This is an optimization exercise on Yosys and OpenROAD, whose aim is small area and a short achievable clock period, not a production implementation.
In this exercise RTL edits were held to simulation tests only and were not proved equivalent to the original.

==> v3: inputs <==
==> flow/design.v (excerpt) <==
module bpu_perceptron (
    input  wire        clk,
    input  wire        rst,           
    input  wire        cmd_valid,
    input  wire [39:0] cmd_word,
    output reg         resp_valid,
    output reg  [2:0]  resp,
    output reg  [1:0]  out_class,
    output wire [15:0] misp_count
);
Settings: LEC_CHECK=0, CAP_MARGIN=20, CORE_MARGIN=2, CORE_UTILIZATION=40, PLACE_DENSITY=0.6, SLEW_MARGIN=20; clock period 20.0 ns.
standard.sh (not shown) runs the stock make flow with config.mk's settings and CLKGATE_MAP_FILE= SYNTH_SCRIPT=/design/flow/synth_recipe.tcl, a recipe that flattens the netlist after the stock synthesis.
==> flow/flow/run.sh <==
#!/bin/bash
set -euo pipefail
bash standard.sh SETUP_SLACK_MARGIN=13 CTS_CLUSTER_SIZE=25 CTS_CLUSTER_DIAMETER=100 CORE_UTILIZATION=50 PLACE_DENSITY=0.65 finish > flow_make.log 2>&1
==> inputs of v12, as changes to v3 <==
--- a/flow/design.v
+++ b/flow/design.v
@@ -18,21 +18,20 @@
     localparam [1:0] C_BRANCH = 2'b10;
     localparam [1:0] C_PASS   = 2'b11;
     reg [111:0] wu_q [0:15];    
     reg [15:0]  par_q;          
     reg [15:0]  ph_q;           
-    reg [4:0]   nneg_q;         
     reg [1:0]   stall_q;
     reg [15:0]  misp_q;
     reg [15:0]  misp_p1_q;      
     reg         rst_q;          
-    reg         b_predict, b_update, b_cycle, b_branch, b_illegal, b_taken;
+    reg         b_predict, b_update, b_cycle, b_branch, b_taken;
     reg [3:0]   b_row;
     reg [111:0] b_u;            
     reg         b_p;            
-    reg [29-1:0] vq;           
-    wire [29-1:0] vd;
+    reg [37-1:0] vq;           
+    wire [37-1:0] vd;
     wire [11:0] sx, sy;
     wire s1;
     wire c2;
     wire s3;
     wire c4;
@@ -246,45 +245,61 @@
     wire c212;
     wire s213;
     wire c214;
     wire s215;
     wire c216;
-    assign s197 = vq[0] ^ vq[1];
-    assign c198 = vq[0] & vq[1];
-    assign s199 = vq[3] ^ vq[4] ^ vq[5];
-    assign c200 = (vq[3] & vq[4]) | (vq[3] & vq[5]) | (vq[4] & vq[5]);
-    assign s201 = vq[6] ^ vq[7] ^ vq[8];
-    assign c202 = (vq[6] & vq[7]) | (vq[6] & vq[8]) | (vq[7] & vq[8]);
-    assign s203 = vq[9] ^ vq[10] ^ vq[11];
-    assign c204 = (vq[9] & vq[10]) | (vq[9] & vq[11]) | (vq[10] & vq[11]);
-    assign s205 = vq[12] ^ vq[13] ^ vq[14];
-    assign c206 = (vq[12] & vq[13]) | (vq[12] & vq[14]) | (vq[13] & vq[14]);
-    assign s207 = vq[15] ^ vq[16] ^ vq[17];
-    assign c208 = (vq[15] & vq[16]) | (vq[15] & vq[17]) | (vq[16] & vq[17]);
-    assign s209 = vq[18] ^ vq[19] ^ vq[20];
-    assign c210 = (vq[18] & vq[19]) | (vq[18] & vq[20]) | (vq[19] & vq[20]);
-    assign s211 = vq[21] ^ vq[22] ^ vq[23];
-    assign c212 = (vq[21] & vq[22]) | (vq[21] & vq[23]) | (vq[22] & vq[23]);
-    assign s213 = vq[24] ^ vq[25] ^ vq[26];
-    assign c214 = (vq[24] & vq[25]) | (vq[24] & vq[26]) | (vq[25] & vq[26]);
-    assign s215 = vq[27] ^ vq[28];
-    assign c216 = vq[27] & vq[28];
-    assign sx = {1'b0, c216, c214, c212, c210, c208, c206, c204, c202, c200, c198, vq[2]};
+    assign s179 = vq[0] ^ vq[1];
+    assign c180 = vq[0] & vq[1];
+    assign s181 = vq[4] ^ vq[5] ^ vq[6];
+    assign c182 = (vq[4] & vq[5]) | (vq[4] & vq[6]) | (vq[5] & vq[6]);
+    assign s183 = vq[8] ^ vq[9] ^ vq[10];
+    assign c184 = (vq[8] & vq[9]) | (vq[8] & vq[10]) | (vq[9] & vq[10]);
+    assign s185 = vq[12] ^ vq[13] ^ vq[14];
+    assign c186 = (vq[12] & vq[13]) | (vq[12] & vq[14]) | (vq[13] & vq[14]);
+    assign s187 = vq[16] ^ vq[17] ^ vq[18];
+    assign c188 = (vq[16] & vq[17]) | (vq[16] & vq[18]) | (vq[17] & vq[18]);
+    assign s189 = vq[20] ^ vq[21] ^ vq[22];
+    assign c190 = (vq[20] & vq[21]) | (vq[20] & vq[22]) | (vq[21] & vq[22]);
+    assign s191 = vq[24] ^ vq[25] ^ vq[26];
+    assign c192 = (vq[24] & vq[25]) | (vq[24] & vq[26]) | (vq[25] & vq[26]);
+    assign s193 = vq[28] ^ vq[29] ^ vq[30];
+    assign c194 = (vq[28] & vq[29]) | (vq[28] & vq[30]) | (vq[29] & vq[30]);
+    assign s195 = vq[32] ^ vq[33] ^ vq[34];
+    assign c196 = (vq[32] & vq[33]) | (vq[32] & vq[34]) | (vq[33] & vq[34]);
+    assign s197 = vq[2] ^ vq[3];
+    assign c198 = vq[2] & vq[3];
+    assign s199 = vq[7] ^ c180 ^ s181;
+    assign c200 = (vq[7] & c180) | (vq[7] & s181) | (c180 & s181);
+    assign s201 = vq[11] ^ c182 ^ s183;
+    assign c202 = (vq[11] & c182) | (vq[11] & s183) | (c182 & s183);
+    assign s203 = vq[15] ^ c184 ^ s185;
+    assign c204 = (vq[15] & c184) | (vq[15] & s185) | (c184 & s185);
+    assign s205 = vq[19] ^ c186 ^ s187;
+    assign c206 = (vq[19] & c186) | (vq[19] & s187) | (c186 & s187);
+    assign s207 = vq[23] ^ c188 ^ s189;
+    assign c208 = (vq[23] & c188) | (vq[23] & s189) | (c188 & s189);
+    assign s209 = vq[27] ^ c190 ^ s191;
+    assign c210 = (vq[27] & c190) | (vq[27] & s191) | (c190 & s191);
+    assign s211 = vq[31] ^ c192 ^ s193;
+    assign c212 = (vq[31] & c192) | (vq[31] & s193) | (c192 & s193);
+    assign s213 = vq[35] ^ c194 ^ s195;
+    assign c214 = (vq[35] & c194) | (vq[35] & s195) | (c194 & s195);
+    assign s215 = vq[36] ^ c196;
+    assign c216 = vq[36] & c196;
+    assign sx = {1'b0, c216, c214, c212, c210, c208, c206, c204, c202, c200, c198, s179};
     assign sy = {1'b0, 1'b0, s215, s213, s211, s209, s207, s205, s203, s201, s199, s197};
     wire [11:0] usum = sx + sy;
     wire pred = usum[11] | usum[10];
     wire stalled   = b_cycle & (stall_q != 2'd0);
     wire do_update = b_update | (b_branch & ~stalled);
     wire wrong     = pred ^ b_taken;
     wire train     = do_update & wrong;
     wire misp      = b_branch & ~stalled & wrong;
     always @* begin
-        resp      = R_FALSE;
+        resp      = R_ERR;
         out_class = C_NONE;
-        if (b_illegal) begin
-            resp = R_ERR;
-        end else if (b_predict) begin
+        if (b_predict) begin
             resp = pred ? R_TRUE : R_FALSE;
         end else if (b_update) begin
             resp = R_ACK;
         end else if (b_cycle) begin
             if (stalled) begin
@@ -297,14 +312,11 @@
                 resp      = R_FALSE;
                 out_class = C_PASS;
             end
         end
     end
-    wire        br_live = b_branch & ~stalled;
-    wire [15:0] mc_p1 = (br_live & ~b_taken) ? misp_p1_q : misp_q;
-    wire [15:0] mc_p0 = (br_live &  b_taken) ? misp_p1_q : misp_q;
-    assign misp_count = pred ? mc_p1 : mc_p0;
+    assign misp_count = misp ? misp_p1_q : misp_q;
     reg [111:0] b_trained;
     integer k;
     always @* begin
         for (k = 0; k < 16; k = k + 1) begin
             if (ph_q[k] == b_taken)
@@ -336,12 +348,17 @@
         if (train && row == b_row) begin
             a_u = a_u | b_trained;
             a_p = a_p | ~b_p;
         end
     end
-    wire [4:0] nneg_sh = nneg_q + {4'd0, ~b_taken} - {4'd0, ~ph_q[0]};
-    wire [4:0] nneg    = do_update ? nneg_sh : nneg_q;
+    reg [4:0] nneg;
+    integer i;
+    always @* begin
+        nneg = 5'd0;
+        for (i = 0; i < 16; i = i + 1)
+            nneg = nneg + {4'd0, ~ph_next[i]};
+    end
     wire [4:0] kc = a_p ? 5'd8 : nneg;
     wire [6:0] t0,  t1,  t2,  t3,  t4,  t5,  t6,  t7;
     wire [6:0] t8,  t9,  t10, t11, t12, t13, t14, t15;
     wire [111:0] tt;
     genvar g;
@@ -527,29 +544,11 @@
     assign c174 = (c136 & c138) | (c136 & c140) | (c138 & c140);
     assign s175 = s141 ^ s143 ^ s145;
     assign c176 = (s141 & s143) | (s141 & s145) | (s143 & s145);
     assign s177 = c142 ^ c144;
     assign c178 = c142 & c144;
-    assign s179 = s53 ^ s101;
-    assign c180 = s53 & s101;
-    assign s181 = s109 ^ c148 ^ s149;
-    assign c182 = (s109 & c148) | (s109 & s149) | (c148 & s149);
-    assign s183 = c150 ^ c152 ^ s153;
-    assign c184 = (c150 & c152) | (c150 & s153) | (c152 & s153);
-    assign s185 = c154 ^ c156 ^ s157;
-    assign c186 = (c154 & c156) | (c154 & s157) | (c156 & s157);
-    assign s187 = c158 ^ c160 ^ s161;
-    assign c188 = (c158 & c160) | (c158 & s161) | (c160 & s161);
-    assign s189 = c162 ^ c164 ^ s165;
-    assign c190 = (c162 & c164) | (c162 & s165) | (c164 & s165);
-    assign s191 = c166 ^ c168 ^ s169;
-    assign c192 = (c166 & c168) | (c166 & s169) | (c168 & s169);
-    assign s193 = c170 ^ c172 ^ s173;
-    assign c194 = (c170 & c172) | (c170 & s173) | (c172 & s173);
-    assign s195 = c146 ^ c174 ^ c176;
-    assign c196 = (c146 & c174) | (c146 & c176) | (c174 & c176);
-    assign vd = {c196, c178, s195, c194, s177, s193, c192, s175, s191, c190, s171, s189, c188, s167, s187, c186, s163, s185, c184, s159, s183, c182, s155, s181, c180, s151, s179, s147, s103};
+    assign vd = {c178, s177, c176, c174, c146, s175, s173, c172, c170, s171, s169, c168, c166, s167, s165, c164, c162, s163, s161, c160, c158, s159, s157, c156, c154, s155, s153, c152, c150, s151, s149, c148, s109, s147, s103, s101, s53};
     wire [111:0] w_data = rst_q ? 112'd0 : b_trained;
     wire         p_data = ~rst_q & ~b_p;
     integer q;
     always @(posedge clk) begin
         for (q = 0; q < 16; q = q + 1) begin
@@ -566,23 +565,20 @@
         b_row <= row;
         b_taken <= taken;
         rst_q <= rst;
         if (rst) begin
             ph_q       <= 16'd0;
-            nneg_q     <= 5'd16;
             stall_q    <= 2'd0;
             misp_q     <= 16'd0;
             misp_p1_q  <= 16'd1;
             resp_valid <= 1'b0;
             b_predict  <= 1'b0;
             b_update   <= 1'b0;
             b_cycle    <= 1'b0;
             b_branch   <= 1'b0;
-            b_illegal  <= 1'b0;
         end else begin
             ph_q    <= ph_next;
-            nneg_q  <= nneg;
             if (misp) begin
                 misp_q    <= misp_p1_q;
                 misp_p1_q <= misp_p1_q + 16'd1;
             end
             if (stalled)
@@ -592,9 +588,8 @@
             resp_valid <= cmd_valid;
             b_predict  <= cmd_valid & is_predict;
             b_update   <= cmd_valid & is_update;
             b_cycle    <= cmd_valid & is_cycle;
             b_branch   <= cmd_valid & is_branch;
-            b_illegal  <= cmd_valid & ~(is_predict | is_update | is_cycle);
         end
     end
 endmodule
==> flow/run.sh (new file) <==
#!/bin/bash
# synth_recipe.tcl (not shown) runs the flow's synth.tcl, then flattens the netlist and writes it again
# the make line also repeats each setting of config.mk as NAME=value (left out here)
make -C /OpenROAD-flow-scripts/flow DESIGN_CONFIG=/design/flow/config.mk WORK_HOME=/design/flow/orfs CLKGATE_MAP_FILE= SYNTH_SCRIPT=/design/flow/synth_recipe.tcl finish
removed: flow/flow/run.sh
removed: flow/standard.sh
==> inputs of v2, as changes to v3 <==
--- a/flow/design.v
+++ b/flow/design.v
@@ -18,11 +18,10 @@
     localparam [1:0] C_BRANCH = 2'b10;
     localparam [1:0] C_PASS   = 2'b11;
     reg [111:0] wu_q [0:15];    
     reg [15:0]  par_q;          
     reg [15:0]  ph_q;           
-    reg [4:0]   nneg_q;         
     reg [1:0]   stall_q;
     reg [15:0]  misp_q;
     reg [15:0]  misp_p1_q;      
     reg         rst_q;          
     reg         b_predict, b_update, b_cycle, b_branch, b_illegal, b_taken;
@@ -336,12 +335,17 @@
         if (train && row == b_row) begin
             a_u = a_u | b_trained;
             a_p = a_p | ~b_p;
         end
     end
-    wire [4:0] nneg_sh = nneg_q + {4'd0, ~b_taken} - {4'd0, ~ph_q[0]};
-    wire [4:0] nneg    = do_update ? nneg_sh : nneg_q;
+    reg [4:0] nneg;
+    integer i;
+    always @* begin
+        nneg = 5'd0;
+        for (i = 0; i < 16; i = i + 1)
+            nneg = nneg + {4'd0, ~ph_next[i]};
+    end
     wire [4:0] kc = a_p ? 5'd8 : nneg;
     wire [6:0] t0,  t1,  t2,  t3,  t4,  t5,  t6,  t7;
     wire [6:0] t8,  t9,  t10, t11, t12, t13, t14, t15;
     wire [111:0] tt;
     genvar g;
@@ -566,11 +570,10 @@
         b_row <= row;
         b_taken <= taken;
         rst_q <= rst;
         if (rst) begin
             ph_q       <= 16'd0;
-            nneg_q     <= 5'd16;
             stall_q    <= 2'd0;
             misp_q     <= 16'd0;
             misp_p1_q  <= 16'd1;
             resp_valid <= 1'b0;
             b_predict  <= 1'b0;
@@ -578,11 +581,10 @@
             b_cycle    <= 1'b0;
             b_branch   <= 1'b0;
             b_illegal  <= 1'b0;
         end else begin
             ph_q    <= ph_next;
-            nneg_q  <= nneg;
             if (misp) begin
                 misp_q    <= misp_p1_q;
                 misp_p1_q <= misp_p1_q + 16'd1;
             end
             if (stalled)
==> flow/flow/run.sh (replaced) <==
#!/bin/bash
set -euo pipefail
bash standard.sh SETUP_SLACK_MARGIN=13 CTS_CLUSTER_SIZE=25 CTS_CLUSTER_DIAMETER=100 finish > flow_make.log 2>&1
==> impl_results.md <==
- Status: timing/DRC/antenna clean
- DR vias/cell: 6.738
- Synth Instances: 4716
- Fin util: 57.19%
- Top Metal Used: met5
- Worst r2r dst: vq[17]
- Cell Rows: 146
- Initial antenna violation count: 3
- Slew headroom: approximately 22%
- CP Data Arrival Time: 8.83 ns
- Critical path depth: 16
- Area occupied by multi-input gates: 0.02033 mm^2
- Die area: 0.1616 mm^2
- Slowest stage delay, CP: 0.62 ns
- Setup Fix Bufs, Post-CTS: 172
[end of results for v3]
==> impl_results.md <==
- Die area: roughly 0.20 mm^2
- CP Data Arrival Time: 8.58 ns
- Critical path depth: 17
- Slowest stage delay, CP: around 0.54 ns
- Worst r2r dst: vq[11]
- Setup Fix Bufs, Post-CTS: roughly 150
- Status: timing/DRC/antenna clean
- Synth Instances: roughly 4800
- Initial antenna violation count: 17
- Area occupied by multi-input gates: 0.02056 mm^2
- Slew headroom: approximately a fifth
- Top Metal Used: met5
- Cell Rows: between 150 and 200
[end of results for v2]
==> impl_results.md <==
- DR vias/cell: roughly 6
- Status: timing/DRC/antenna clean
- Setup Fix Bufs, Post-CTS: 0
- Top Metal Used: met4
- Slowest stage delay, CP: 0.75 ns
- Die area: between 0.2 and 0.25 mm^2
- Worst r2r dst: vq[27]
- Synth Instances: 4865
- Initial antenna violation count: 4
- Critical path depth: 18
[end of results for v12]

re-timing with driven ports:
The results above use ideal ports. As a check the final layouts listed here were re-extracted and re-timed, cells and wires unchanged. Step 1, drivers: a clkbuf_16 drives clk and a buf_2 each remaining input, both assumed. Step 2, shift: input delay + t, output delay - t, t = (earliest + latest rising clock arrival at the registers) / 2. This alone moves slack from input paths to output paths. Three values: ideal, step 1, step 2; two values: the first two.
| run | t (ns) | slack for setup (ns) | hold WS [ns] | worst setup path after step 2 | worst slew at a driven data input, ns |
|---|---|---|---|---|---|
| v3 | 0.819 | 11.875 / 11.880 / 11.062 | 0.510 / 0.510 / 0.510 | input to register | 0.12 |
| v12 | 0.935 | 9.957 / 9.994 / 9.059 | 0.521 / 0.521 / 0.521 | input to register | 0.06 |
| v2 | 0.841 | 12.072 / 12.095 / 11.253 | 0.511 / 0.511 / 0.511 | input to register | 0.09 |
After both steps setup and hold are still met in every run listed. For v12, which loses most, drivers alone change the setup slack by +0.037 ns; drivers and shift together by -0.898 ns.
